Background: an optimization exercise with open tools, aiming at a short achievable clock period and few clock cycles. Do not read the settings as production practice.
At most, simulation tests tie the RTL to the original design; equivalence was not proved.
The RTL of runs 2 to 4 was laid out without a check of its function.
No activity file was given, so power comes from the tool's default toggle rates.

## design/flow/config.mk

```make
export PLATFORM = sky130hd
export DESIGN_NAME = tx_drain
export DESIGN_NICKNAME = tx_drain
export VERILOG_FILES = /design/flow/design.v
export SDC_FILE = /design/flow/constraint.sdc
export NUM_CORES = 4
export LEC_CHECK = 0
export ABC_CLOCK_PERIOD_IN_PS = 2400
export CAP_MARGIN = 20
export CORE_MARGIN = 2
export CORE_UTILIZATION = 40
export PLACE_DENSITY = 0.6
export SETUP_SLACK_MARGIN = 4.6
export SLEW_MARGIN = 20
export TNS_END_PERCENT = 100
```

## design/flow/constraint.sdc

```tcl
create_clock -name core_clock -period 7.0 [get_ports {clk}]
set_input_delay 1.4000 -clock core_clock [delete_from_list [all_inputs] [get_ports {clk}]]
set_output_delay 1.4000 -clock core_clock [all_outputs]
set_load 0.01 [all_outputs]
```

## design/flow/design.v

```verilog
module tx_drain #(
    parameter [31:0] DESC_MEM_BASE = 32'h4A10_2000,
    parameter [31:0] DESC_MEM_SIZE = 32'h0000_8000,
    parameter integer WALK_LIMIT   = 1024
) (
    input  wire        clk,
    input  wire        rst,
    input  wire        start,
    input  wire [31:0] head,
    output wire        ready,
    output reg         mem_req,
    output reg         mem_we,
    output reg  [31:0] mem_addr,
    output reg  [31:0] mem_wdata,
    input  wire        mem_gnt,
    input  wire [31:0] mem_rdata,
    output reg         tx_valid,
    output reg  [7:0]  tx_data,
    input  wire        tx_ready,
    output reg         done,
    output reg  [1:0]  status,
    output reg  [31:0] cp
);
    localparam [1:0] ST_OK        = 2'd0;
    localparam [1:0] ST_NOT_OWNED = 2'd1;
    localparam [1:0] ST_WALK      = 2'd2;
    localparam [1:0] ST_DESC_OOR  = 2'd3;
    localparam [32:0] WIN_LO = {1'b0, DESC_MEM_BASE};
    localparam [32:0] WIN_HI = {1'b0, DESC_MEM_BASE} + {1'b0, DESC_MEM_SIZE};
    function integer cbits;
        input integer v;
        integer i;
        begin
            cbits = 1;
            for (i = v; i > 1; i = i / 2)
                cbits = cbits + 1;
        end
    endfunction
    localparam integer VW = cbits(WALK_LIMIT + 1);
    localparam [2:0] OP_D   = 3'd0,    
                     OP_PAY = 3'd1,    
                     OP_R0  = 3'd2,    
                     OP_W0  = 3'd3,    
                     OP_R1  = 3'd4,    
                     OP_W1  = 3'd5;    
    function [7:0] byte_of;
        input [31:0] w;
        input [1:0]  k;
        begin
            case (k)
                2'd0:    byte_of = w[7:0];
                2'd1:    byte_of = w[15:8];
                2'd2:    byte_of = w[23:16];
                default: byte_of = w[31:24];
            endcase
        end
    endfunction
    function [31:0] crc32_byte;
        input [31:0] c_in;
        input [7:0]  b;
        integer i;
        reg [31:0] c;
        begin
            c = c_in ^ {24'd0, b};
            for (i = 0; i < 8; i = i + 1)
                c = c[0] ? ((c >> 1) ^ 32'hEDB88320) : (c >> 1);
            crc32_byte = c;
        end
    endfunction
    reg         busy;        
    reg         rdy;         
    reg  [2:0]  op;          
    reg         acc;         
    reg         accr;        
    reg  [2:0]  fk;          
    reg  [1:0]  dk;          
    reg  [1:0]  cap_k;       
    reg  [31:0] faddr;       
    reg         rchk;        
    reg  [VW-1:0] visits;    
    reg         lim_bad;     
    reg         rng_bad;     
    reg         w_end;       
    reg  [31:0] n_w0, n_w1, n_w2;
    reg  [16:0] n_lo;        
    reg         n_own, n_pc;
    reg         n_full;      
    reg         vchk;        
    reg         n_term;      
    reg  [31:0] paddr;       
    reg  [15:0] prem;        
    reg         p_has;       
    reg         c_term;      
    reg         first;       
    reg         pcrc;        
    reg  [1:0]  pn;          
    reg  [31:0] wb_a0, wb_a1;
    reg  [2:0]  wbs;         
    reg         wb_same;     
    reg  [31:0] f_d [0:3];
    reg  [1:0]  f_n [0:3];   
    reg  [1:0]  wp, rp;
    reg  [2:0]  fc;          
    reg  [2:0]  occ;         
    reg  [1:0]  bi;
    reg  [31:0] cq;
    reg  [1:0]  cq_n;
    reg         cq_v;
    reg  [31:0] crc;
    reg  [2:0]  cb;          
    wire        in_range = ({1'b0, faddr} >= WIN_LO) &&
                           ({1'b0, faddr} + 33'd16 <= WIN_HI);
    wire        mfree    = busy && !mem_req;
    wire        gnt_now  = mem_req && mem_gnt;
    wire        pay_done = c_term && !p_has;
    wire        d3_now   = accr && (op == OP_D) && (cap_k == 2'd3);
    wire        v_fail   = vchk && (lim_bad || rng_bad || !n_own);
    wire [1:0]  v_stat   = lim_bad ? ST_WALK : rng_bad ? ST_DESC_OOR : ST_NOT_OWNED;
    wire        take     = (n_full || d3_now) && !v_fail && !p_has && !c_term &&
                           !mem_req;
    wire        pc_in    = n_full ? n_pc : mem_rdata[26];
    wire        is_pay   = mfree && p_has && !occ[2];
    wire        is_desc  = mfree && !is_pay && !fk[2] && !w_end;
    wire        wb_want  = (wbs == 3'd0 && pay_done) || (wbs == 3'd2) ||
                           (wbs == 3'd3 && acc && !wb_same) || (wbs == 3'd5);
    wire        is_wb    = mfree && wb_want;
    wire        cont     = gnt_now && (op == OP_D) && !fk[2] && !(p_has && !occ[2]);
    wire        issue    = is_pay || is_desc || is_wb;
    reg  [2:0]  op_wb;
    always @* begin
        case (wbs)
            3'd0:    op_wb = OP_R0;
            3'd2:    op_wb = OP_W0;
            3'd3:    op_wb = OP_R1;
            default: op_wb = OP_W1;
        endcase
    end
    wire [2:0]  op_next  = !busy   ? OP_D :
                           is_pay  ? OP_PAY :
                           is_desc ? OP_D :
                           is_wb   ? op_wb : op;
    wire        f_wr     = busy && accr && (op == OP_PAY);
    wire        has      = (fc != 3'd0);
    wire [31:0] hd       = f_d[rp];
    wire [31:0] nx       = f_d[rp + 2'd1];
    wire        last_b   = (bi == f_n[rp]);
    wire        nx_has   = (fc[2:1] != 2'd0);
    wire [7:0]  crc_b    = ~byte_of(crc, cb[1:0]);
    wire [7:0]  crc_b1   = ~byte_of(crc, cb[1:0] + 2'd1);
    wire [2:0]  occ_b    = occ + {2'd0, is_pay};
    wire [2:0]  fc_b     = fc + {2'd0, f_wr};
    wire        crc_ok   = pay_done && !pcrc && !cq_v;
    wire        val_n    = has || f_wr ||
                           (crc_ok && (occ_b == 3'd0) && !cb[2]);
    wire [7:0]  byte_n   = has  ? byte_of(hd, bi) :
                           f_wr ? mem_rdata[7:0] : crc_b;
    wire        fin_n    = pay_done && (occ_b == 3'd0) && (pcrc || cb[2]);
    wire        pop_t    = has && last_b;
    wire [2:0]  occ_t    = occ_b - {2'd0, pop_t};
    wire [2:0]  cb_t     = has ? cb : cb + 3'd1;
    wire        val_t    = (has && !last_b) || (pop_t && (nx_has || f_wr)) ||
                           (crc_ok && (occ_t == 3'd0) && !cb_t[2]);
    wire [7:0]  byte_t   = (has && !last_b) ? byte_of(hd, bi + 2'd1) :
                           (pop_t && nx_has) ? nx[7:0] :
                           (pop_t && f_wr)   ? mem_rdata[7:0] :
                           has ? crc_b : crc_b1;
    wire        fin_t    = pay_done && (occ_t == 3'd0) && (pcrc || cb_t[2]);
    wire        xfer     = tx_valid && tx_ready;
    wire        pop      = xfer && pop_t;
    wire        val_nx   = xfer ? val_t : val_n;
    wire [7:0]  byte_nx  = xfer ? byte_t : byte_n;
    wire        fin      = (wbs == 3'd7) && (xfer ? fin_t : fin_n);
    assign ready = rdy;
    always @(posedge clk) begin
        if (rst) begin
            busy     <= 1'b0;
            rdy      <= 1'b1;
            mem_req  <= 1'b0;
            acc      <= 1'b0;
            accr     <= 1'b0;
            tx_valid <= 1'b0;
            done     <= 1'b0;
        end else begin
            acc      <= gnt_now;
            accr     <= gnt_now && !mem_we;
            done     <= busy && (v_fail || fin);
            tx_valid <= busy && !v_fail && val_nx;
            if (!busy) begin
                mem_req <= start;
                busy    <= start;
                rdy     <= !start;
            end else if (v_fail || fin) begin
                mem_req <= 1'b0;
                busy    <= 1'b0;
                rdy     <= 1'b1;
            end else if (mem_req) begin
                mem_req <= !mem_gnt || cont;
            end else begin
                mem_req <= issue;
            end
        end
    end
    always @(posedge clk) begin
        tx_data   <= byte_nx;
        status    <= (busy && v_fail) ? v_stat : ST_OK;
        cp        <= n_w1;
        mem_we    <= busy && (op_next == OP_W0 || op_next == OP_W1);
        mem_wdata <= (wbs[2] || wb_same) ? ((n_w2 | 32'h1000_0000) & ~{2'b00, !wbs[2], 29'd0})
                                         : (n_w2 & ~32'h2000_0000);
        if (!busy)
            mem_addr <= head;
        else
            case (op_next)
                OP_D:         mem_addr <= (gnt_now && op == OP_D) ? faddr + 32'd4 : faddr;
                OP_PAY:       mem_addr <= paddr;
                OP_R0, OP_W0: mem_addr <= wb_a0;
                default:      mem_addr <= wb_a1;
            endcase
    end
    always @(posedge clk) begin
        n_term  <= (n_w0 == 32'd0);
        wb_same <= (wb_a0 == wb_a1);
        op     <= op_next;
        if (!busy) begin
            faddr    <= head;
            rchk     <= 1'b1;
            fk       <= 3'd1;
            dk       <= 2'd0;
            visits   <= {{(VW-1){1'b0}}, 1'b1};
            lim_bad  <= (WALK_LIMIT == 0);
            w_end    <= 1'b0;
            n_full   <= 1'b0;
            vchk     <= 1'b0;
            prem     <= 16'd0;
            p_has    <= 1'b0;
            c_term   <= 1'b0;
            first    <= 1'b1;
            wbs      <= 3'd0;
            wp       <= 2'd0;
            rp       <= 2'd0;
            fc       <= 3'd0;
            occ      <= 3'd0;
            bi       <= 2'd0;
            cq_v     <= 1'b0;
            crc      <= 32'hFFFF_FFFF;
            cb       <= 3'd0;
        end else begin
            rchk <= 1'b0;
            if (rchk)
                rng_bad <= !in_range;
            if (gnt_now && op == OP_D && dk != 2'd3)
                faddr <= faddr + 32'd4;
            cap_k <= dk;
            vchk  <= d3_now;
            if (accr && op == OP_D) begin
                case (cap_k)
                    2'd0: n_w0 <= mem_rdata;
                    2'd1: n_w1 <= mem_rdata;
                    2'd2: begin
                        n_w2 <= mem_rdata;
                        n_lo <= {1'b0, n_w1[15:0]} + {1'b0, mem_rdata[31:16]};
                    end
                    default: begin
                        n_own  <= mem_rdata[29];
                        n_pc   <= mem_rdata[26];
                        n_full <= 1'b1;
                    end
                endcase
            end
            if (is_desc || cont) begin
                fk <= fk + 3'd1;
                dk <= fk[1:0];
                if (fk == 3'd0) begin
                    visits  <= visits + 1'b1;
                    lim_bad <= (visits == WALK_LIMIT);
                end
            end
            if (take) begin
                n_full <= 1'b0;
                paddr  <= {n_w1[31:16] + {15'd0, n_lo[16]}, n_lo[15:0]};
                prem   <= n_w2[15:0];
                p_has  <= (n_w2[15:0] != 16'd0);
                first  <= 1'b0;
                if (first) begin
                    pcrc  <= pc_in;
                    wb_a0 <= faddr;
                end
                if (n_term) begin
                    c_term <= 1'b1;
                    w_end  <= 1'b1;
                    wb_a1  <= faddr;
                end else begin
                    faddr  <= n_w0;
                    rchk   <= 1'b1;
                    fk     <= 3'd0;
                end
            end
            if (gnt_now && op == OP_PAY)
                paddr <= paddr + 32'd4;
            if (is_pay) begin
                p_has <= (prem[15:3] != 13'd0) || (prem[2] && prem[1:0] != 2'd0);
                if (prem[15:2] != 14'd0) begin
                    pn   <= 2'd3;
                    prem <= prem - 16'd4;
                end else begin
                    pn   <= prem[1:0] - 2'd1;
                    prem <= 16'd0;
                end
            end
            if (accr && (op == OP_R0 || op == OP_R1))
                n_w2 <= mem_rdata;
            case (wbs)
                3'd0: if (is_wb) wbs <= 3'd1;
                3'd1: if (accr)  wbs <= 3'd2;
                3'd2: if (is_wb) wbs <= 3'd3;
                3'd3: if (acc)   wbs <= wb_same ? 3'd7 : 3'd4;
                3'd4: if (accr)  wbs <= 3'd5;
                3'd5: if (is_wb) wbs <= 3'd6;
                3'd6: if (acc)   wbs <= 3'd7;
                default: ;
            endcase
            if (f_wr) begin
                f_d[wp] <= mem_rdata;
                f_n[wp] <= pn;
                wp      <= wp + 2'd1;
            end
            if (xfer) begin
                if (has) begin
                    bi <= last_b ? 2'd0 : bi + 2'd1;
                    if (last_b)
                        rp <= rp + 2'd1;
                end else begin
                    cb <= cb + 3'd1;
                end
            end
            fc  <= pop ? fc_b - 3'd1 : fc_b;
            occ <= pop ? occ_t : occ_b;
            cq_v <= f_wr;
            if (f_wr) begin
                cq   <= mem_rdata;
                cq_n <= pn;
            end
            if (cq_v) begin
                case (cq_n)
                    2'd0: crc <= crc32_byte(crc, cq[7:0]);
                    2'd1: crc <= crc32_byte(crc32_byte(crc, cq[7:0]), cq[15:8]);
                    2'd2: crc <= crc32_byte(crc32_byte(crc32_byte(crc, cq[7:0]),
                                                       cq[15:8]), cq[23:16]);
                    default:
                          crc <= crc32_byte(crc32_byte(crc32_byte(crc32_byte(crc,
                                     cq[7:0]), cq[15:8]), cq[23:16]), cq[31:24]);
                endcase
            end
        end
    end
endmodule
```

## design/flow/run.sh

```bash
#!/bin/bash
# synth_recipe.tcl (not shown) runs the flow's synth.tcl, then flattens the netlist and writes it again
# the make line also repeats each setting of config.mk as NAME=value (left out here)
make -C /OpenROAD-flow-scripts/flow DESIGN_CONFIG=/design/flow/config.mk WORK_HOME=/design/flow/orfs CLKGATE_MAP_FILE= SYNTH_SCRIPT=/design/flow/synth_recipe.tcl finish
```

==> run notes, run 1 <==
Internal 6.64 mW; crit-path max FO 3; Detailed Route WL 118000 µm; io pins 180; die area 0.0794 mm²; Post-synth EDFFs 389; Tmin final 4400 ps; Slew Limit Fails 0; Sw Pwr 2.00 mW; clock buffer depth 3; DRC violations left 0; Seq pwr share 47.0%; CTS Buf Count 71; Routed Antenna Nets 0; Gate power share 6.5%; Post-synth ARST share 0%; HPWL Detailed 74000 µm; row cnt 101; Core Util, Final 58.0%; vias 24933; gr usage total 29.1%; buffers and inverters on the worst path 3; CTS tree built; cell count after synthesis 2667; clock power share 46.5%; Crit path top cell by count xnor2_1; Chip Height 282 µm; Startpoint Class register; Clk Latency, worst-skew pair 630 ps; first-pass GRT wire length 167000 µm; RSZ-0062 raised after global routing true; Slew headroom 33.1%; Slowest-stage cell, CP xor2_1; switching portion of total power 23.2%; Synth Area per Inst 11.6 µm²; Tcrit/Tclk final 62.9%; core area 0.0762 mm²; max-cap check violation count 0; vias in the first global route 24165; Mapped Area 0.0308 mm²; Cell Pwr Density 196 mW/mm²; Die Wd 282 µm; H-tree depth 3; layout cells sized above 1 38.9%; Post-CTS Hold Buffers 0; DRT iter0 DRCs 2896; Unique masters post-synth 71; CTS root buf clkbuf_16; global route total overflow 0; crit-path cells buf_4, xnor2_4, buf_8, xnor2_4, buf_4, xor2_1, xnor2_1, xnor2_1, xnor2_1, xnor2_1, xor2_1, xnor2_1, mux4_2, a22oi_1; Final Hold Fails 0; crit path DAT 4950 ps; Synthesized Nets 2787; area growth from synthesis to layout 43.2%; worst slew pin tran 1000 ps; Initial Utilization 40.5%; Pre-Repair DR Iteration Count 9; WL/cell 27.2 µm; dominant synthesized flop cell edfxtp_1; Yosys warning total 1; Setup Skew 32.0 ps; kind of end point of the critical path register; Top delay family on crit path XOR/XNOR gates; Clock Sinks 630; Worst-path clk slew 60 ps; # fillers 5991; routability cong. 0.946; status finished clean; WP data required 7550 ps; most frequent cells in the layout edfxtp_1 (389), buf_4 (290), nand2_1 (190); pin count of the biggest net entering global routing 79; Final setup viols 0; initial antenna violation count 9; max frequency 0.227 GHz; peak supply drop 159 µV; number of nets in the layout 3360; IO Port Bufs 179; CP Class register to register; via/cell ratio 5.75; Seq/Total Area, Yosys 53.5%; Final TNS setup 0 ps; worst min-delay path class register to register; max incr delay on CP 630 ps; LEAKAGE 16.3 nW; flops & latches, synth 630; commonest non-fill, non-tap cell in the layout edfxtp_1
worst paths after layout:
check	slack (ps)	startpoint	depth (start not counted)	to
max reg2reg	2600	cq[0]	14	crc[6]
min	340	n_w2[26]	0	mem_wdata[26]
max	2600	cq[0]	14	crc[6]
min reg2reg	340	n_w2[26]	0	mem_wdata[26]
power groups by stage:
stage / clock (mW) / combinational, mW / sequential (mW)
after floorplan: 0 / 0.217 / 4.12
after global placement: 0 / 0.412 / 4.15
after detailed placement: 0 / 0.415 / 4.15
after CTS: 4.07 / 0.523 / 4.05
after global routing: 4.21 / 0.597 / 4.06
final: 4.02 / 0.565 / 4.06
synth_stat cells, drive strengths merged, types with 13 or more instances:
library cell | number | area (µm²)
nor2b | 31 | 194
a222oi | 36 | 360
xnor3 | 16 | 363
mux4 | 54 | 1220
nor3 | 28 | 140
clkbuf | 111 | 417
o211ai | 66 | 495
ha | 50 | 626
nand2b | 30 | 188
mux2i | 14 | 140
nand4 | 28 | 175
a221oi | 13 | 114
o21ai | 143 | 716
a211oi | 23 | 173
dfxtp | 241 | 4820
a21boi | 14 | 105
a21oi | 111 | 556
or3 | 19 | 119
and3 | 21 | 131
nor4 | 27 | 169
buf | 19 | 76.3
inv | 80 | 300
xor2 | 173 | 1600
a31oi | 18 | 113
nor2 | 218 | 818
and2 | 30 | 188
nand3 | 61 | 305
edfxtp | 389 | 11700
xnor2 | 280 | 2760
nand2 | 213 | 800
final cells by class:
cell class                      instances  area (µm²)  share of cell area (%)
Timing Repair Buffer                  622        6310                    14.3
Clock buffer                           88        1970                    4.47
Timing Repair inverter                  3        33.8                  0.0764
Inverter                               83         374                   0.847
Antenna cell                            6        15.0                  0.0340
Clock inverter                         44         551                    1.25
Sequential cell                       630       16700                    37.8
Tap cell                             1030        1290                    2.92
Multi-Input combinational cell       1829       16900                    38.4
per-layer routing:
layer / vias to the layer above / track usage (%) / share of wire [%]
met2: 1224 / 46.9 / 47
li1: 10822 / - / -
met4: 2 / 14.1 / 5.9
met3: 328 / 4.53 / 7.6
met5: - / 0 / 0.0076
met1: 12557 / 38.5 / 39
worst reg2reg max path: cells and delay by family, from the launching register on:
family | cells | cell delay [ps]
DFF | 1 | 400
muxes | 1 | 480
AOI/OAI and AO/OA | 1 | 140
xor gates and xnor gates | 9 | 2800
buffers and inverters | 3 | 510
what timing repair did:
item | CTS | global route
pin swaps | 219 | 165
resized for setup | 1025 | 249
setup buffers | 298 | 91
cloned | 18 | 2
setup endpoints to repair | 705 | 343
metrics by stage:
step	power [mW]	hold slack (ps)	setup WS [ps]	instances	area (µm²)
6_report	8.64	336	2600	4335	44200
4_1_cts	8.64	341	2690	4236	42000
2_1_floorplan	4.33	323	2730	2667	31900
3_5_place_dp	4.57	327	1720	3788	34600
5_1_grt	8.87	344	2540	4329	44200
3_3_place_gp	4.56	329	1750	3788	34600
logic make-up after synthesis:
family | share of synthesized area (%)
adder cells (fa/ha/maj) | 2.09
AND/OR/NAND/NOR | 11.1
multiplexers | 4.65
XOR/XNOR | 15.6
AO/OA/AOI/OAI | 10.4
buffers and inverters | 2.61
flip-flops | 53.5
flip-flops by register name, summed over array words and instances (netlist names), 8 cells and up, named ones only:
name	cells
paddr	32
wb_a1	32
n_w2	32
f_d	128
f_n	8
tx_data	8
cp	32
crc	32
n_w0	32
faddr	32
cq	32
mem_wdata	32
wb_a0	32
n_lo	17
n_w1	32
visits	11
mem_addr	32
prem	16
Testbench counts, summed over its fixed seeds: cycles 223,390.
==> run 2: changes to the inputs <==
--- a/design/flow/design.v
+++ b/design/flow/design.v
@@ -27,34 +27,13 @@
     localparam [1:0] ST_DESC_OOR  = 2'd3;
     localparam [32:0] WIN_LO = {1'b0, DESC_MEM_BASE};
     localparam [32:0] WIN_HI = {1'b0, DESC_MEM_BASE} + {1'b0, DESC_MEM_SIZE};
-    function integer cbits;
-        input integer v;
-        integer i;
-        begin
-            cbits = 1;
-            for (i = v; i > 1; i = i / 2)
-                cbits = cbits + 1;
-        end
-    endfunction
-    localparam integer VW = cbits(WALK_LIMIT + 1);
+    localparam integer VW = $clog2(WALK_LIMIT + 2);
     localparam [2:0] OP_D   = 3'd0,    
                      OP_PAY = 3'd1,    
                      OP_R0  = 3'd2,    
                      OP_W0  = 3'd3,    
                      OP_R1  = 3'd4,    
                      OP_W1  = 3'd5;    
-    function [7:0] byte_of;
-        input [31:0] w;
-        input [1:0]  k;
-        begin
-            case (k)
-                2'd0:    byte_of = w[7:0];
-                2'd1:    byte_of = w[15:8];
-                2'd2:    byte_of = w[23:16];
-                default: byte_of = w[31:24];
-            endcase
-        end
-    endfunction
     function [31:0] crc32_byte;
         input [31:0] c_in;
         input [7:0]  b;
@@ -82,7 +61,6 @@
     reg         rng_bad;     
     reg         w_end;       
     reg  [31:0] n_w0, n_w1, n_w2;
-    reg  [16:0] n_lo;        
     reg         n_own, n_pc;
     reg         n_full;      
     reg         vchk;        
@@ -98,14 +76,12 @@
     reg  [2:0]  wbs;         
     reg         wb_same;     
     reg  [31:0] f_d [0:3];
-    reg  [1:0]  f_n [0:3];   
+    reg  [1:0]  f_n [0:3];
     reg  [1:0]  wp, rp;
     reg  [2:0]  fc;          
     reg  [2:0]  occ;         
-    reg  [1:0]  bi;
-    reg  [31:0] cq;
-    reg  [1:0]  cq_n;
-    reg         cq_v;
+    reg  [31:0] hw;
+    reg  [2:0]  hn;          
     reg  [31:0] crc;
     reg  [2:0]  cb;          
     wire        in_range = ({1'b0, faddr} >= WIN_LO) &&
@@ -140,36 +116,42 @@
                            is_desc ? OP_D :
                            is_wb   ? op_wb : op;
     wire        f_wr     = busy && accr && (op == OP_PAY);
-    wire        has      = (fc != 3'd0);
-    wire [31:0] hd       = f_d[rp];
-    wire [31:0] nx       = f_d[rp + 2'd1];
-    wire        last_b   = (bi == f_n[rp]);
-    wire        nx_has   = (fc[2:1] != 2'd0);
-    wire [7:0]  crc_b    = ~byte_of(crc, cb[1:0]);
-    wire [7:0]  crc_b1   = ~byte_of(crc, cb[1:0] + 2'd1);
+    wire        f_has    = (fc != 3'd0);
+    wire        avail    = f_has || f_wr;
+    wire [31:0] hd_w     = f_has ? f_d[rp] : mem_rdata;
+    wire [1:0]  hd_n     = f_has ? f_n[rp] : pn;
+    wire        h_has    = (hn != 3'd0);
+    wire        ld_n     = !h_has && avail;
+    wire [31:0] hw_n     = ld_n ? hd_w : hw;
+    wire [2:0]  hn_n     = ld_n ? {1'b0, hd_n} + 3'd1 : hn;
+    wire        ld_t     = (hn[2:1] == 2'b00) && avail;
+    wire [31:0] hw_t     = ld_t ? hd_w : {8'd0, hw[31:8]};
+    wire [2:0]  hn_t     = ld_t ? {1'b0, hd_n} + 3'd1 :
+                           h_has ? hn - 3'd1 : 3'd0;
+    wire [31:0] crc_t    = h_has ? crc32_byte(crc, hw[7:0]) : {8'd0, crc[31:8]};
+    wire [2:0]  cb_t     = h_has ? cb : cb + 3'd1;
     wire [2:0]  occ_b    = occ + {2'd0, is_pay};
-    wire [2:0]  fc_b     = fc + {2'd0, f_wr};
-    wire        crc_ok   = pay_done && !pcrc && !cq_v;
-    wire        val_n    = has || f_wr ||
-                           (crc_ok && (occ_b == 3'd0) && !cb[2]);
-    wire [7:0]  byte_n   = has  ? byte_of(hd, bi) :
-                           f_wr ? mem_rdata[7:0] : crc_b;
-    wire        fin_n    = pay_done && (occ_b == 3'd0) && (pcrc || cb[2]);
-    wire        pop_t    = has && last_b;
-    wire [2:0]  occ_t    = occ_b - {2'd0, pop_t};
-    wire [2:0]  cb_t     = has ? cb : cb + 3'd1;
-    wire        val_t    = (has && !last_b) || (pop_t && (nx_has || f_wr)) ||
-                           (crc_ok && (occ_t == 3'd0) && !cb_t[2]);
-    wire [7:0]  byte_t   = (has && !last_b) ? byte_of(hd, bi + 2'd1) :
-                           (pop_t && nx_has) ? nx[7:0] :
-                           (pop_t && f_wr)   ? mem_rdata[7:0] :
-                           has ? crc_b : crc_b1;
-    wire        fin_t    = pay_done && (occ_t == 3'd0) && (pcrc || cb_t[2]);
+    wire [2:0]  occ_n    = occ_b - {2'd0, ld_n};
+    wire [2:0]  occ_t    = occ_b - {2'd0, ld_t};
+    wire        tail_n   = pay_done && (occ_n == 3'd0) && (hn_n == 3'd0);
+    wire        tail_t   = pay_done && (occ_t == 3'd0) && (hn_t == 3'd0);
+    wire        val_n    = (hn_n != 3'd0) || (tail_n && !pcrc && !cb[2]);
+    wire        val_t    = (hn_t != 3'd0) || (tail_t && !pcrc && !cb_t[2]);
+    wire        fin_n    = tail_n && (pcrc || cb[2]);
+    wire        fin_t    = tail_t && (pcrc || cb_t[2]);
+    wire [7:0]  byte_n   = (hn_n != 3'd0) ? hw_n[7:0] : ~crc[7:0];
+    wire [7:0]  byte_t   = (hn_t != 3'd0) ? hw_t[7:0] : ~crc_t[7:0];
     wire        xfer     = tx_valid && tx_ready;
-    wire        pop      = xfer && pop_t;
+    wire        hload    = xfer ? ld_t : ld_n;
+    wire [31:0] hw_nx    = xfer ? hw_t : hw_n;
+    wire [2:0]  hn_nx    = xfer ? hn_t : hn_n;
+    wire [31:0] crc_nx   = xfer ? crc_t : crc;
+    wire [2:0]  cb_nx    = xfer ? cb_t : cb;
+    wire [2:0]  occ_nx   = xfer ? occ_t : occ_n;
     wire        val_nx   = xfer ? val_t : val_n;
     wire [7:0]  byte_nx  = xfer ? byte_t : byte_n;
     wire        fin      = (wbs == 3'd7) && (xfer ? fin_t : fin_n);
+    wire [2:0]  fc_b     = fc + {2'd0, f_wr};
     assign ready = rdy;
     always @(posedge clk) begin
         if (rst) begin
@@ -240,8 +222,7 @@
             rp       <= 2'd0;
             fc       <= 3'd0;
             occ      <= 3'd0;
-            bi       <= 2'd0;
-            cq_v     <= 1'b0;
+            hn       <= 3'd0;
             crc      <= 32'hFFFF_FFFF;
             cb       <= 3'd0;
         end else begin
@@ -256,10 +237,7 @@
                 case (cap_k)
                     2'd0: n_w0 <= mem_rdata;
                     2'd1: n_w1 <= mem_rdata;
-                    2'd2: begin
-                        n_w2 <= mem_rdata;
-                        n_lo <= {1'b0, n_w1[15:0]} + {1'b0, mem_rdata[31:16]};
-                    end
+                    2'd2: n_w2 <= mem_rdata;
                     default: begin
                         n_own  <= mem_rdata[29];
                         n_pc   <= mem_rdata[26];
@@ -277,7 +255,7 @@
             end
             if (take) begin
                 n_full <= 1'b0;
-                paddr  <= {n_w1[31:16] + {15'd0, n_lo[16]}, n_lo[15:0]};
+                paddr  <= n_w1 + {16'd0, n_w2[31:16]};
                 prem   <= n_w2[15:0];
                 p_has  <= (n_w2[15:0] != 16'd0);
                 first  <= 1'b0;
@@ -324,33 +302,14 @@
                 f_n[wp] <= pn;
                 wp      <= wp + 2'd1;
             end
-            if (xfer) begin
-                if (has) begin
-                    bi <= last_b ? 2'd0 : bi + 2'd1;
-                    if (last_b)
-                        rp <= rp + 2'd1;
-                end else begin
-                    cb <= cb + 3'd1;
-                end
-            end
-            fc  <= pop ? fc_b - 3'd1 : fc_b;
-            occ <= pop ? occ_t : occ_b;
-            cq_v <= f_wr;
-            if (f_wr) begin
-                cq   <= mem_rdata;
-                cq_n <= pn;
-            end
-            if (cq_v) begin
-                case (cq_n)
-                    2'd0: crc <= crc32_byte(crc, cq[7:0]);
-                    2'd1: crc <= crc32_byte(crc32_byte(crc, cq[7:0]), cq[15:8]);
-                    2'd2: crc <= crc32_byte(crc32_byte(crc32_byte(crc, cq[7:0]),
-                                                       cq[15:8]), cq[23:16]);
-                    default:
-                          crc <= crc32_byte(crc32_byte(crc32_byte(crc32_byte(crc,
-                                     cq[7:0]), cq[15:8]), cq[23:16]), cq[31:24]);
-                endcase
-            end
+            if (hload)
+                rp <= rp + 2'd1;
+            fc  <= hload ? fc_b - 3'd1 : fc_b;
+            occ <= occ_nx;
+            hw  <= hw_nx;
+            hn  <= hn_nx;
+            crc <= crc_nx;
+            cb  <= cb_nx;
         end
     end
 endmodule
==> run notes, run 2 <==
status finished clean; crit-path cells buf_12, mux4_2, nand2_2, nand2_2, ha_4, nor2b_4, or2_4, a21oi_4, nor3b_4, buf_6, buf_12, mux2_4, a21oi_2; Top reg by flops f_d; Post-synth EDFFs 370 (-4.9%); kind of end point of the critical path register; WP data required 7530 ps (-20 ps); Seq/Total Area, Yosys 58.5% (+5.0 points); Hold Path Origin n_w1[15]; Routed Antenna Nets 0 (unchanged); max reg flops 128 (unchanged); io pins 180 (unchanged); number of nets in the layout 2823 (-16%); Tmin final 2840 ps (-1560 ps); Unique masters post-synth 104 (+46%); Yosys warning total 1 (unchanged); die area 0.0702 mm² (-12%); first-pass GRT wire length 137000 µm (-18%); # fillers 5680 (-5.2%); IO Port Bufs 179 (unchanged); vias 21103 (-15%); RSZ-0062 raised after global routing true; via/cell ratio 5.80 (+0.77%); Worst-path clk slew 60 ps (about the same); area growth from synthesis to layout 31.7%; flops & latches, synth 611 (-3.0%); max incr delay on CP 510 ps (-120 ps); Slowest-stage cell, CP mux4_2; max-cap check violation count 0 (unchanged); Chip Height 265 µm (-6.0%); worst min-delay path class register to register; core area 0.0673 mm² (-12%); Final TNS setup 0 ps (unchanged); crit path DAT 3380 ps (-1570 ps); RR Endpoint tx_data[2]; Top delay family on crit path multiplexers; Final Hold Fails 0 (unchanged); vias in the first global route 20524 (-15%); pin count of the biggest net entering global routing 48 (-39%); DRT iter0 DRCs 2280 (-21%); most frequent cells in the layout edfxtp_1 (370), nand2_1 (244), nor2_1 (178); dominant synthesized flop cell edfxtp_1; max frequency 0.352 GHz (+55%); total power 8.14 mW (-5.8%); setup slack after layout 4160 ps (+1560 ps); CTS root buf clkbuf_16; Mapped Area 0.0272 mm² (-12%); Die Wd 265 µm (-6.0%); CP Class register to register; most numerous cell in the Yosys netlist edfxtp_1; row cnt 95 (-5.9%); Slew headroom 33.6% (+0.58 points); FF-to-FF path depth 13 (-1); Detailed Route WL 94200 µm (-20%); Synthesized Nets 2470 (-11%); Post-synth ARST share 0% (unchanged); Synth top cells by count edfxtp_1 (370), nand2_1 (260), dfxtp_1 (241); gr usage total 26.2% (-2.9 points); worst hold stages 0 (unchanged); Area contributors post-synth edfxtp_1 (41%), dfxtp_1 (18%), xnor2_1 (4.7%); peak supply drop 156 µV (-2.0%); commonest non-fill, non-tap cell in the layout edfxtp_1; CTS Buf Count 67 (-5.6%); R2R setup slack 4160 ps (+1560 ps); Worst Hold Endpoint cp[15]; largest area contributor in the netlist edfxtp_1; CTS tree built; Final setup viols 0 (unchanged); Cell Pwr Density 227 mW/mm² (+16%); H-tree depth 3 (unchanged); DRC violations left 0 (unchanged); Clk Latency, worst-skew pair 610 ps (-20 ps); Clock Sinks 611 (-3.0%); HPWL Detailed 59400 µm (-20%); Slew Limit Fails 0 (unchanged); Tcrit/Tclk final 40.6% (-22 points); Synth Area per Inst 11.5 µm² (-0.26%); initial antenna violation count 2 (-7); Initial Utilization 40.5% (about the same); buffers and inverters on the worst path 3 (unchanged); worst slack, placed 2930 ps (+1210 ps); Setup Skew 19.8 ps (-12.3 ps); layout cells sized above 1 31.4% (-7.5 points); global route total overflow 0 (unchanged); post-synth top area share 40.8% (+2.9 points); Pre-Repair DR Iteration Count 8 (-1); Startpoint Class register; LEAKAGE 12.8 nW (-22%); routability cong. 0.925 (-2.2%); worst slew pin tran 995 ps (-5.00 ps); WL/cell 25.9 µm (-4.9%); cell count after synthesis 2360 (-12%); crit-path max FO 5 (+2); clock buffer depth 3 (unchanged); Post-CTS Hold Buffers 0 (unchanged)
[run 2: changes by cell type in the layout (fill, tap and decap cells not counted), sizes merged, moves of 21 or more]
cell | previous run | this run
buf | 556 | 325
inv | 89 | 56
xnor2 | 280 | 151
a222oi | 36 | 7
nor2b | 31 | 9
xor2 | 173 | 92
o21ai | 144 | 123
nand2 | 213 | 262
o211ai | 66 | 34
nand2b | 31 | 8
[run 2: final cells by class]
type | count | area [µm²] | area share (%)
antenna | 1 | 2.50 | 0.00698
clock buffer | 95 | 1940 | 5.40
clock inverter | 28 | 274 | 0.764
inverter | 55 | 246 | 0.688
multi-input combinational | 1577 | 12200 | 34.1
sequential | 611 | 16100 | 45.0
tap | 873 | 1090 | 3.05
timing repair buffer | 400 | 3920 | 10.9
timing repair inverter | 1 | 8.76 | 0.0244
[run 2: cell families after synthesis]
family | synth area share, %
AO/OA/AOI/OAI | 10.9
XOR/XNOR | 8.09
adder cells (fa/ha/maj) | 1.91
buffers and inverters | 2.80
flip-flops | 58.5
multiplexers | 4.41
AND/OR/NAND/NOR | 13.3
[run 2: layer usage]
metal / up-vias / GRT usage, % / part of all wire, %
met5: - / 0 / 0.014
met4: 2 / 8.26 / 3.1
met3: 169 / 5.47 / 8.4
met2: 949 / 40.2 / 45
met1: 10616 / 37.3 / 44
li1: 9367 / - / -
[run 2: worst max path at each step]
stage                        start    endpoint  slack (ps)  cells after the start
after floorplan            mem_gnt   paddr[10]        4050                      5
after global placement        busy     mem_req        3070                     14
after detailed placement      busy     mem_req        2930                     14
after CTS                 register  tx_data[2]        4190                     13
after global routing      register  tx_data[3]        4080                     13
final                     register  tx_data[2]        4160                     13
[run 2: power by group]
group / switching [mW] / total [mW] / internal [mW] / leakage (nW)
sequential: 0.0875 / 3.96 / 3.87 / 5.28
clock: 1.48 / 3.57 / 2.09 / 1.09
combinational: 0.342 / 0.609 / 0.266 / 6.40
total: 1.91 / 8.14 / 6.23 / 12.8
[run 2: timing repair]
| action | 4_1_cts | 5_1_grt |
|---|---|---|
| gates resized for setup | 849 | 172 |
| endpoints found under the setup margin | 669 | 287 |
| pin swaps | 76 | 88 |
| gates cloned | 16 | 3 |
| setup buffers | 132 | 52 |
| endpoints found under the hold margin | 0 | 0 |
[run 2: through the flow]
step / cell area (µm²) / hold WS, ps / util (%) / cells
2_1_floorplan: 27500 / 348 / - / 2360
3_3_place_gp: 30000 / 365 / 44.6 / 3314
3_5_place_dp: 30000 / 364 / 44.6 / 3314
4_1_cts: 34600 / 376 / 51.4 / 3585
5_1_grt: 35800 / 396 / 53.3 / 3640
6_report: 35800 / 376 / 53.3 / 3641
==> run 3: changes to the inputs <==
--- a/design/flow/design.v
+++ b/design/flow/design.v
@@ -53,7 +53,6 @@
     reg         accr;        
     reg  [2:0]  fk;          
     reg  [1:0]  dk;          
-    reg  [1:0]  cap_k;       
     reg  [31:0] faddr;       
     reg         rchk;        
     reg  [VW-1:0] visits;    
@@ -63,7 +62,6 @@
     reg  [31:0] n_w0, n_w1, n_w2;
     reg         n_own, n_pc;
     reg         n_full;      
-    reg         vchk;        
     reg         n_term;      
     reg  [31:0] paddr;       
     reg  [15:0] prem;        
@@ -89,18 +87,14 @@
     wire        mfree    = busy && !mem_req;
     wire        gnt_now  = mem_req && mem_gnt;
     wire        pay_done = c_term && !p_has;
-    wire        d3_now   = accr && (op == OP_D) && (cap_k == 2'd3);
-    wire        v_fail   = vchk && (lim_bad || rng_bad || !n_own);
+    wire        v_fail   = n_full && (lim_bad || rng_bad || !n_own);
     wire [1:0]  v_stat   = lim_bad ? ST_WALK : rng_bad ? ST_DESC_OOR : ST_NOT_OWNED;
-    wire        take     = (n_full || d3_now) && !v_fail && !p_has && !c_term &&
-                           !mem_req;
-    wire        pc_in    = n_full ? n_pc : mem_rdata[26];
+    wire        take     = n_full && !v_fail && !p_has && !c_term && !mem_req;
     wire        is_pay   = mfree && p_has && !occ[2];
     wire        is_desc  = mfree && !is_pay && !fk[2] && !w_end;
     wire        wb_want  = (wbs == 3'd0 && pay_done) || (wbs == 3'd2) ||
                            (wbs == 3'd3 && acc && !wb_same) || (wbs == 3'd5);
     wire        is_wb    = mfree && wb_want;
-    wire        cont     = gnt_now && (op == OP_D) && !fk[2] && !(p_has && !occ[2]);
     wire        issue    = is_pay || is_desc || is_wb;
     reg  [2:0]  op_wb;
     always @* begin
@@ -176,7 +170,7 @@
                 busy    <= 1'b0;
                 rdy     <= 1'b1;
             end else if (mem_req) begin
-                mem_req <= !mem_gnt || cont;
+                mem_req <= !mem_gnt;
             end else begin
                 mem_req <= issue;
             end
@@ -193,7 +187,7 @@
             mem_addr <= head;
         else
             case (op_next)
-                OP_D:         mem_addr <= (gnt_now && op == OP_D) ? faddr + 32'd4 : faddr;
+                OP_D:         mem_addr <= faddr;
                 OP_PAY:       mem_addr <= paddr;
                 OP_R0, OP_W0: mem_addr <= wb_a0;
                 default:      mem_addr <= wb_a1;
@@ -212,7 +206,6 @@
             lim_bad  <= (WALK_LIMIT == 0);
             w_end    <= 1'b0;
             n_full   <= 1'b0;
-            vchk     <= 1'b0;
             prem     <= 16'd0;
             p_has    <= 1'b0;
             c_term   <= 1'b0;
@@ -231,10 +224,8 @@
                 rng_bad <= !in_range;
             if (gnt_now && op == OP_D && dk != 2'd3)
                 faddr <= faddr + 32'd4;
-            cap_k <= dk;
-            vchk  <= d3_now;
             if (accr && op == OP_D) begin
-                case (cap_k)
+                case (dk)
                     2'd0: n_w0 <= mem_rdata;
                     2'd1: n_w1 <= mem_rdata;
                     2'd2: n_w2 <= mem_rdata;
@@ -245,7 +236,7 @@
                     end
                 endcase
             end
-            if (is_desc || cont) begin
+            if (is_desc) begin
                 fk <= fk + 3'd1;
                 dk <= fk[1:0];
                 if (fk == 3'd0) begin
@@ -260,7 +251,7 @@
                 p_has  <= (n_w2[15:0] != 16'd0);
                 first  <= 1'b0;
                 if (first) begin
-                    pcrc  <= pc_in;
+                    pcrc  <= n_pc;
                     wb_a0 <= faddr;
                 end
                 if (n_term) begin
==> run notes, run 3 <==
first-pass GRT wire length 117000 µm (-15%); Synth Area per Inst 12.2 µm² (+5.9%); die area 0.0676 mm² (-3.7%); Startpoint Class register; crit path DAT 2970 ps (-410 ps); Sw Pwr 1.75 mW (-8.7%); critical path depth 10 (-3); Yosys warning total 1 (unchanged); Area contributors post-synth edfxtp_1 (42%), dfxtp_1 (18%), xnor2_1 (3.8%); Top reg by flops f_d; global route total overflow 0 (unchanged); CTS tree built; most frequent cells in the layout edfxtp_1 (368), nand2_1 (206), dfxtp_1 (130); CP Class register to register; reg-to-reg startpoint n_w2[16]; Synth top cells by count edfxtp_1 (368), dfxtp_1 (240), nand2_1 (215); buffers and inverters on the worst path 1 (-2); DRT iter0 DRCs 2128 (-6.7%); routability cong. 0.902 (-2.5%); Seq pwr share 49.8% (+1.2 points); clock power share 45.6% (+1.7 points); total power 7.87 mW (-3.4%); kind of end point of the critical path register; Synthesized Nets 2255 (-8.7%); Unique masters post-synth 83 (-20%); pin count of the biggest net entering global routing 62 (+29%); worst hold stages 0 (unchanged); Setup Skew 21.2 ps (+1.46 ps); most numerous cell in the Yosys netlist edfxtp_1; crit-path cells ha_4, inv_2, fa_2, nor2b_4, o2111ai_4, a21oi_4, o21ai_4, a211oi_2, xnor2_2, a21oi_1; Tcrit/Tclk final 37.5% (-3.2 points); via/cell ratio 5.66 (-2.4%); Initial Utilization 40.6% (+0.12 points); post-synth top area share 42.2% (+1.3 points); Mapped Area 0.0262 mm² (-3.7%); Slew Limit Fails 0 (unchanged); Routed Antenna Nets 0 (unchanged); number of nets in the layout 2542 (-10%); Internal 6.12 mW (-1.7%); Hold Path Origin n_w1[15]; area growth from synthesis to layout 28.3%; status finished clean; Die Wd 260 µm (-1.9%); WL/cell 24.2 µm (-6.5%); io pins 180 (unchanged); H-tree depth 3 (unchanged); Top delay family on crit path compound AO/OA/AOI/OAI gates; Chip Height 260 µm (-1.9%); dominant synthesized flop cell edfxtp_1; Pre-Repair DR Iteration Count 7 (-1); FF-to-FF path depth 10 (-3); IO Port Bufs 179 (unchanged); Clock Sinks 608 (-0.49%); CTS Buf Count 67 (unchanged); worst slack, placed 3120 ps (+186 ps); crit-path max FO 8 (+3); Final setup viols 0 (unchanged); commonest non-fill, non-tap cell in the layout edfxtp_1; Detailed Route WL 80800 µm (-14%); max-cap check violation count 0 (unchanged); worst min-delay path class register to register; max reg flops 128 (unchanged); Clk Latency, worst-skew pair 610 ps (about the same); Seq/Total Area, Yosys 60.5% (+2.0 points); Slew headroom 42.9% (+9.2 points); layout cells sized above 1 29.0% (-2.4 points); peak supply drop 159 µV (+2.0%); placed cells 3097 (-6.5%); largest area contributor in the netlist edfxtp_1; crit path launch n_w2[16]; worst slew pin tran 849 ps (-146 ps); WP data required 7350 ps (-180 ps); cell count after synthesis 2145 (-9.1%); HPWL Detailed 51500 µm (-13%); Gate power share 4.6% (-2.9 points); row cnt 93 (-2.1%); clock buffer depth 3 (unchanged); Post-synth ARST share 0% (unchanged); RSZ-0062 raised after global routing true; Final TNS setup 0 ps (unchanged); max frequency 0.381 GHz (+8.4%); CTS root buf clkbuf_16; Worst-path clk slew 60 ps (about the same); max incr delay on CP 420 ps (-90 ps); core area 0.0646 mm² (-4.0%); Tmin final 2620 ps (-221 ps); gr usage total 23.3% (-3.0 points); Slowest-stage cell, CP edfxtp_1; vias 18893 (-10%); Core Util, Final 52.1% (-1.2 points); final std cells w/o fill 3340 (-8.3%); flops & latches, synth 608 (-0.49%); Cell Pwr Density 234 mW/mm² (+3.0%); DRC violations left 0 (unchanged); setup slack after layout 4380 ps (+221 ps); vias in the first global route 18159 (-12%); switching portion of total power 22.2% (-1.3 points); initial antenna violation count 1 (-1); Antenna Cells 0 (-1); Post-synth EDFFs 368 (-0.54%); LEAKAGE 11.8 nW (-7.6%); Final Hold Fails 0 (unchanged)
-- run 3: cell count changes after synthesis, moves of 24 or more --
cell,before,now
nand3_1,78,41
xnor2_1,147,114
nand2_1,260,215
mux2i_1,25,72
nor2_1,193,133
o21ai_0,118,92
inv_1,51,27
-- run 3: path summary, 6_finish.rpt --
check,end,slack (ps)
setup / recovery,paddr[24],4380
hold / removal,cp[15],380
setup reg to reg,paddr[24],4380
hold reg to reg,cp[15],380
-- run 3: timing repair --
item | in CTS | in global routing
buffers inserted | 77 | 32
hold buffers | 0 | 0
gates cloned | 11 | 1
setup endpoints to repair | 424 | 281
pin swaps | 70 | 79
gates resized for setup | 722 | 189
-- run 3: area by class of cell --
cell class	instances	area, µm²
Clock buffer	98	2010
Clock inverter	24	240
Fill cell	5520	31000
Inverter	30	143
Multi-Input combinational cell	1407	11100
Sequential cell	608	16000
Tap cell	855	1070
Timing Repair Buffer	317	2970
Timing Repair inverter	1	8.76
-- run 3: metrics by stage --
stage | hold WS [ps] | cell area, µm²
after floorplan | 352 | 26700
after global placement | 367 | 29100
after detailed placement | 365 | 29100
after CTS | 386 | 32600
after global routing | 409 | 33600
final | 379 | 33600
-- run 3: kinds of logic (layout without fill, tap and decap cells) --
logic type / count (synthesis) / count (layout) / synth area share (%)
xor gates and xnor gates: 214 / 214 / 7.35
AOI/OAI and AO/OA: 408 / 410 / 10.1
and+or+nand+nor: 615 / 622 / 11.5
buffers and inverters: 139 / 470 / 2.23
muxes: 120 / 120 / 6.27
DFF: 608 / 608 / 60.5
adders and majority gates: 41 / 41 / 1.99
-- run 3: power by group through the flow --
stage | Clock, mW | Combinational [mW] | Sequential (mW)
2_1_floorplan | 0 | 0.156 | 3.96
3_3_place_gp | 0 | 0.323 | 3.99
3_5_place_dp | 0 | 0.326 | 3.99
4_1_cts | 3.65 | 0.347 | 3.92
5_1_grt | 3.79 | 0.381 | 3.93
6_report | 3.59 | 0.359 | 3.92
-- run 3: metal layers --
layer  vias up  routed length, µm  global-route usage [%]
met5         -                  0                       0
met4         0               2220                    7.65
met3       117               5920                    3.44
met2       783              36400                    35.4
met1      9437              36300                    34.1
li1       8556                  -                       -
==> run 4: changes to the inputs <==
--- a/design/flow/design.v
+++ b/design/flow/design.v
@@ -65,14 +65,12 @@
     reg         n_term;      
     reg  [31:0] paddr;       
     reg  [15:0] prem;        
-    reg         p_has;       
     reg         c_term;      
     reg         first;       
     reg         pcrc;        
     reg  [1:0]  pn;          
     reg  [31:0] wb_a0, wb_a1;
     reg  [2:0]  wbs;         
-    reg         wb_same;     
     reg  [31:0] f_d [0:3];
     reg  [1:0]  f_n [0:3];
     reg  [1:0]  wp, rp;
@@ -86,6 +84,7 @@
                            ({1'b0, faddr} + 33'd16 <= WIN_HI);
     wire        mfree    = busy && !mem_req;
     wire        gnt_now  = mem_req && mem_gnt;
+    wire        p_has    = (prem != 16'd0);
     wire        pay_done = c_term && !p_has;
     wire        v_fail   = n_full && (lim_bad || rng_bad || !n_own);
     wire [1:0]  v_stat   = lim_bad ? ST_WALK : rng_bad ? ST_DESC_OOR : ST_NOT_OWNED;
@@ -93,7 +92,7 @@
     wire        is_pay   = mfree && p_has && !occ[2];
     wire        is_desc  = mfree && !is_pay && !fk[2] && !w_end;
     wire        wb_want  = (wbs == 3'd0 && pay_done) || (wbs == 3'd2) ||
-                           (wbs == 3'd3 && acc && !wb_same) || (wbs == 3'd5);
+                           (wbs == 3'd3 && acc) || (wbs == 3'd5);
     wire        is_wb    = mfree && wb_want;
     wire        issue    = is_pay || is_desc || is_wb;
     reg  [2:0]  op_wb;
@@ -124,28 +123,18 @@
                            h_has ? hn - 3'd1 : 3'd0;
     wire [31:0] crc_t    = h_has ? crc32_byte(crc, hw[7:0]) : {8'd0, crc[31:8]};
     wire [2:0]  cb_t     = h_has ? cb : cb + 3'd1;
-    wire [2:0]  occ_b    = occ + {2'd0, is_pay};
-    wire [2:0]  occ_n    = occ_b - {2'd0, ld_n};
-    wire [2:0]  occ_t    = occ_b - {2'd0, ld_t};
-    wire        tail_n   = pay_done && (occ_n == 3'd0) && (hn_n == 3'd0);
-    wire        tail_t   = pay_done && (occ_t == 3'd0) && (hn_t == 3'd0);
-    wire        val_n    = (hn_n != 3'd0) || (tail_n && !pcrc && !cb[2]);
-    wire        val_t    = (hn_t != 3'd0) || (tail_t && !pcrc && !cb_t[2]);
-    wire        fin_n    = tail_n && (pcrc || cb[2]);
-    wire        fin_t    = tail_t && (pcrc || cb_t[2]);
-    wire [7:0]  byte_n   = (hn_n != 3'd0) ? hw_n[7:0] : ~crc[7:0];
-    wire [7:0]  byte_t   = (hn_t != 3'd0) ? hw_t[7:0] : ~crc_t[7:0];
     wire        xfer     = tx_valid && tx_ready;
     wire        hload    = xfer ? ld_t : ld_n;
     wire [31:0] hw_nx    = xfer ? hw_t : hw_n;
     wire [2:0]  hn_nx    = xfer ? hn_t : hn_n;
     wire [31:0] crc_nx   = xfer ? crc_t : crc;
     wire [2:0]  cb_nx    = xfer ? cb_t : cb;
-    wire [2:0]  occ_nx   = xfer ? occ_t : occ_n;
-    wire        val_nx   = xfer ? val_t : val_n;
-    wire [7:0]  byte_nx  = xfer ? byte_t : byte_n;
-    wire        fin      = (wbs == 3'd7) && (xfer ? fin_t : fin_n);
-    wire [2:0]  fc_b     = fc + {2'd0, f_wr};
+    wire        pop      = hload && f_has;
+    wire        f_put    = f_wr && !(hload && !f_has);
+    wire [2:0]  occ_nx   = occ + {2'd0, is_pay} - {2'd0, hload};
+    wire        tail     = pay_done && (occ_nx == 3'd0) && (hn_nx == 3'd0);
+    wire        crc_more = tail && !pcrc && !cb_nx[2];
+    wire        fin      = tail && (pcrc || cb_nx[2]) && (wbs == 3'd7);
     assign ready = rdy;
     always @(posedge clk) begin
         if (rst) begin
@@ -160,7 +149,7 @@
             acc      <= gnt_now;
             accr     <= gnt_now && !mem_we;
             done     <= busy && (v_fail || fin);
-            tx_valid <= busy && !v_fail && val_nx;
+            tx_valid <= busy && !v_fail && ((hn_nx != 3'd0) || crc_more);
             if (!busy) begin
                 mem_req <= start;
                 busy    <= start;
@@ -177,12 +166,11 @@
         end
     end
     always @(posedge clk) begin
-        tx_data   <= byte_nx;
+        tx_data   <= (hn_nx != 3'd0) ? hw_nx[7:0] : ~crc_nx[7:0];
         status    <= (busy && v_fail) ? v_stat : ST_OK;
         cp        <= n_w1;
         mem_we    <= busy && (op_next == OP_W0 || op_next == OP_W1);
-        mem_wdata <= (wbs[2] || wb_same) ? ((n_w2 | 32'h1000_0000) & ~{2'b00, !wbs[2], 29'd0})
-                                         : (n_w2 & ~32'h2000_0000);
+        mem_wdata <= wbs[2] ? (n_w2 | 32'h1000_0000) : (n_w2 & ~32'h2000_0000);
         if (!busy)
             mem_addr <= head;
         else
@@ -194,8 +182,7 @@
             endcase
     end
     always @(posedge clk) begin
-        n_term  <= (n_w0 == 32'd0);
-        wb_same <= (wb_a0 == wb_a1);
+        n_term <= (n_w0 == 32'd0);
         op     <= op_next;
         if (!busy) begin
             faddr    <= head;
@@ -207,7 +194,6 @@
             w_end    <= 1'b0;
             n_full   <= 1'b0;
             prem     <= 16'd0;
-            p_has    <= 1'b0;
             c_term   <= 1'b0;
             first    <= 1'b1;
             wbs      <= 3'd0;
@@ -248,7 +234,6 @@
                 n_full <= 1'b0;
                 paddr  <= n_w1 + {16'd0, n_w2[31:16]};
                 prem   <= n_w2[15:0];
-                p_has  <= (n_w2[15:0] != 16'd0);
                 first  <= 1'b0;
                 if (first) begin
                     pcrc  <= n_pc;
@@ -267,7 +252,6 @@
             if (gnt_now && op == OP_PAY)
                 paddr <= paddr + 32'd4;
             if (is_pay) begin
-                p_has <= (prem[15:3] != 13'd0) || (prem[2] && prem[1:0] != 2'd0);
                 if (prem[15:2] != 14'd0) begin
                     pn   <= 2'd3;
                     prem <= prem - 16'd4;
@@ -282,20 +266,20 @@
                 3'd0: if (is_wb) wbs <= 3'd1;
                 3'd1: if (accr)  wbs <= 3'd2;
                 3'd2: if (is_wb) wbs <= 3'd3;
-                3'd3: if (acc)   wbs <= wb_same ? 3'd7 : 3'd4;
+                3'd3: if (is_wb) wbs <= 3'd4;
                 3'd4: if (accr)  wbs <= 3'd5;
                 3'd5: if (is_wb) wbs <= 3'd6;
                 3'd6: if (acc)   wbs <= 3'd7;
                 default: ;
             endcase
-            if (f_wr) begin
+            if (f_put) begin
                 f_d[wp] <= mem_rdata;
                 f_n[wp] <= pn;
                 wp      <= wp + 2'd1;
             end
-            if (hload)
+            if (pop)
                 rp <= rp + 2'd1;
-            fc  <= hload ? fc_b - 3'd1 : fc_b;
+            fc  <= fc + {2'd0, f_put} - {2'd0, pop};
             occ <= occ_nx;
             hw  <= hw_nx;
             hn  <= hn_nx;
==> run notes, run 4 <==
reg-to-reg startpoint prem[13]; kind of end point of the critical path register; Synth top cells by count edfxtp_1 (368), nand2_1 (239), dfxtp_1 (238); area growth from synthesis to layout 33.7%; vias in the first global route 18443 (+1.6%); crit path launch tx_ready; Hold Path Origin n_w2[21]; layout cells sized above 1 32.1% (+3.1 points); RSZ-0062 raised after global routing true; max reg flops 128 (unchanged); total power 9.43 mW (+20%); max frequency 0.254 GHz (-33%); Slew headroom 26.7% (-16 points); routability cong. 0.891 (-1.2%); cell count after synthesis 2159 (+0.65%); Post-synth ARST share 0% (unchanged); Hold WS 384 ps (+4.64 ps); post-synth top area share 42.4% (+0.20 points); Final setup viols 0 (unchanged); DRT iter0 DRCs 1741 (-18%); Final Hold Fails 0 (unchanged); Post-Place Cell Area 0.0291 mm² (-0.28%); Tmin final 3940 ps (+1310 ps); number of nets in the layout 2618 (+3.0%); Clock Sinks 606 (-0.33%); Seq/Total Area, Yosys 60.6% (+0.14 points); Core Util, Final 54.1% (+2.1 points); gr usage total 23.6% (+0.28 points); pin count of the biggest net entering global routing 92 (+48%); IO Port Bufs 179 (unchanged); first-pass GRT wire length 119000 µm (+1.6%); Synth Area per Inst 12.1 µm² (-1.1%); Initial Utilization 40.5% (-0.12 points); vias 19235 (+1.8%); LEAKAGE 12.5 nW (+6.3%); CTS Buf Count 66 (-1.5%); most frequent cells in the layout edfxtp_1 (368), nand2_1 (226), buf_6 (142); HPWL Detailed 49900 µm (-3.2%); most numerous cell in the Yosys netlist edfxtp_1; CP Class primary input to register; Seq. cell area 0.0160 mm² (-0.20%); Slew Limit Fails 0 (unchanged); # fillers 5353 (-3.0%); design area 0.0349 mm² (+3.8%); max-cap check violation count 0 (unchanged); DRC violations left 0 (unchanged); clock buffer depth 3 (unchanged); global route total overflow 0 (unchanged); Cell Pwr Density 270 mW/mm² (+16%); io pins 180 (unchanged); peak supply drop 196 µV (+24%); Area contributors post-synth edfxtp_1 (42%), dfxtp_1 (18%), xnor2_1 (4.7%); H-tree depth 3 (unchanged); dominant synthesized flop cell edfxtp_1; worst min-delay path class register to register; core area 0.0645 mm² (-0.18%); area of the multi-input gates 0.0112 mm² (about the same); Synthesized Nets 2269 (+0.62%); Mapped Area 0.0261 mm² (-0.48%); WP data required 7480 ps (+130 ps); largest area contributor in the netlist edfxtp_1; flops & latches, synth 606 (-0.33%); Routed Antenna Nets 0 (unchanged); via/cell ratio 5.63 (-0.54%); worst slew pin tran 1100 ps (+246 ps); commonest non-fill, non-tap cell in the layout edfxtp_1; Worst-path clk slew 60 ps (about the same); crit-path max FO 4 (-4); die area 0.0673 mm² (-0.47%); Unique masters post-synth 83 (unchanged); Chip Height 259 µm (-0.23%); Die Wd 259 µm (-0.23%); Startpoint Class primary input; Tcrit/Tclk final 56.3% (+19 points); Yosys warning total 1 (unchanged); Setup Skew 33.9 ps (+12.7 ps); status finished clean; WL/cell 24.0 µm (-0.64%); Clk Latency, worst-skew pair 620 ps (about the same); initial antenna violation count 4 (+3); crit path DAT 4420 ps (+1450 ps); row cnt 93 (unchanged); Detailed Route WL 82200 µm (+1.7%); Top reg by flops f_d; CTS tree built; Final TNS setup 0 ps (unchanged); CTS root buf clkbuf_16; Post-synth EDFFs 368 (unchanged); Pre-Repair DR Iteration Count 6 (-1)
-- run 4: cell count changes after synthesis, moves of 18 or more --
cell      before  now
a222oi_1      19    0
a311oi_1       0   22
xor2_1        93   30
a21oi_1       94   59
nand2_1      215  239
a31oi_1       28    6
and2_1        17   37
inv_1         27   63
or3_1         10   28
mux2i_1       72   52
xnor2_1      114  141
a21o_1        26    8
-- run 4: kinds of logic (layout without fill, tap and decap cells) --
kind of cell	count (synthesis)	in the layout	synth area share [%]
compound gates	389	391	10.4
xor+xnor	171	171	5.74
fa+ha+maj	41	41	2.05
buf+inv	176	569	2.70
flops	606	606	60.6
mux	106	106	5.89
other cells	0	2	0
simple gates	670	678	12.6
-- run 4: worst max-delay path, cell delays in order --
cell and delay [ps]:
buf_6 90, and2_4 140, mux2_4 340, nand2_8 80, inv_4 30, ha_4 210
inv_4 50, ha_4 110, inv_2 30, fa_2 350, xnor2_2 160, xnor2_2 140
nor3_1 140, nand4_1 110, or3_1 310, or4_4 460, a31o_4 240
-- run 4: layout make-up --
cell class	count	share of cell area, %
clock inverters	33	0.861
diodes	2	0.0143
clock buffers	89	5.43
repair buffers	381	12.0
inverters	65	0.760
multi-input cells	1387	32.0
flip-flops and latches	606	45.9
well taps	855	3.07
repair inverters	1	0.0179
-- run 4: what timing repair did --
| item | CTS | global route |
|---|---|---|
| pin swaps | 51 | 75 |
| hold buffers | 0 | 0 |
| buffers inserted | 119 | 52 |
| gates cloned | 19 | 1 |
| resized for setup | 778 | 202 |
| setup endpoints to repair | 657 | 616 |
-- run 4: stage by stage --
step	cells	setup slack, ps
2_1_floorplan	2159	2450
3_3_place_gp	3104	1690
3_5_place_dp	3104	1610
4_1_cts	3364	2930
5_1_grt	3417	2990
6_report	3419	3060
-- run 4: routing by layer --
layer,global-route usage (%),vias up,part of all wire (%)
li1,-,8666,-
met1,33.6,9629,44
met2,37.0,804,46
met3,3.34,136,7.2
met4,7.69,0,2.9
met5,0,-,0
-- run 4: report_power, final --
group | switching [mW] | internal, mW
clock | 1.48 | 2.04
sequential | 0.146 | 3.92
combinational | 0.997 | 0.861
-- run 4: path summary, 6_finish.rpt --
check	endpoint	slack, ps	cells after the start
setup / recovery	mem_req	3060	17
hold / removal	mem_wdata[21]	380	0
setup reg to reg	mem_req	3090	17
hold reg to reg	mem_wdata[21]	380	0

[port drivers added, routing unchanged]
The results above use ideal ports. As a check the final layouts listed here were re-extracted and re-timed, cells and wires unchanged.
Step 1: set_driving_cell puts a clkbuf_16 on clk and a buf_2 on each other input, an assumption about the parent block.
Step 2 moves the port delays by t, midway between the first and last clock arrival at a register: inputs arrive t later, outputs are due t later. That takes back most of the time a late clock gives input paths.
a / b / c = ideal ports / drivers / drivers and shift; a / b = the first two.
| run | t, ns | setup slack, ns | worst setup path after step 2 | worst register clock-pin slew, ns |
|---|---|---|---|---|
| run 1 | 0.677 | 2.597 / 2.597 / 2.597 | register to register | 0.07 / 0.07 |
| run 2 | 0.658 | 4.155 / 4.155 / 3.786 | input to register | 0.06 / 0.06 |
| run 3 | 0.655 | 4.376 / 4.368 / 3.879 | input to register | 0.06 / 0.06 |
| run 4 | 0.662 | 3.062 / 3.083 / 2.421 | input to register | 0.07 / 0.07 |
After both steps every run listed still meets setup and hold. For run 4, which loses most, drivers alone change the setup slack by +0.021 ns; drivers and shift together by -0.641 ns.
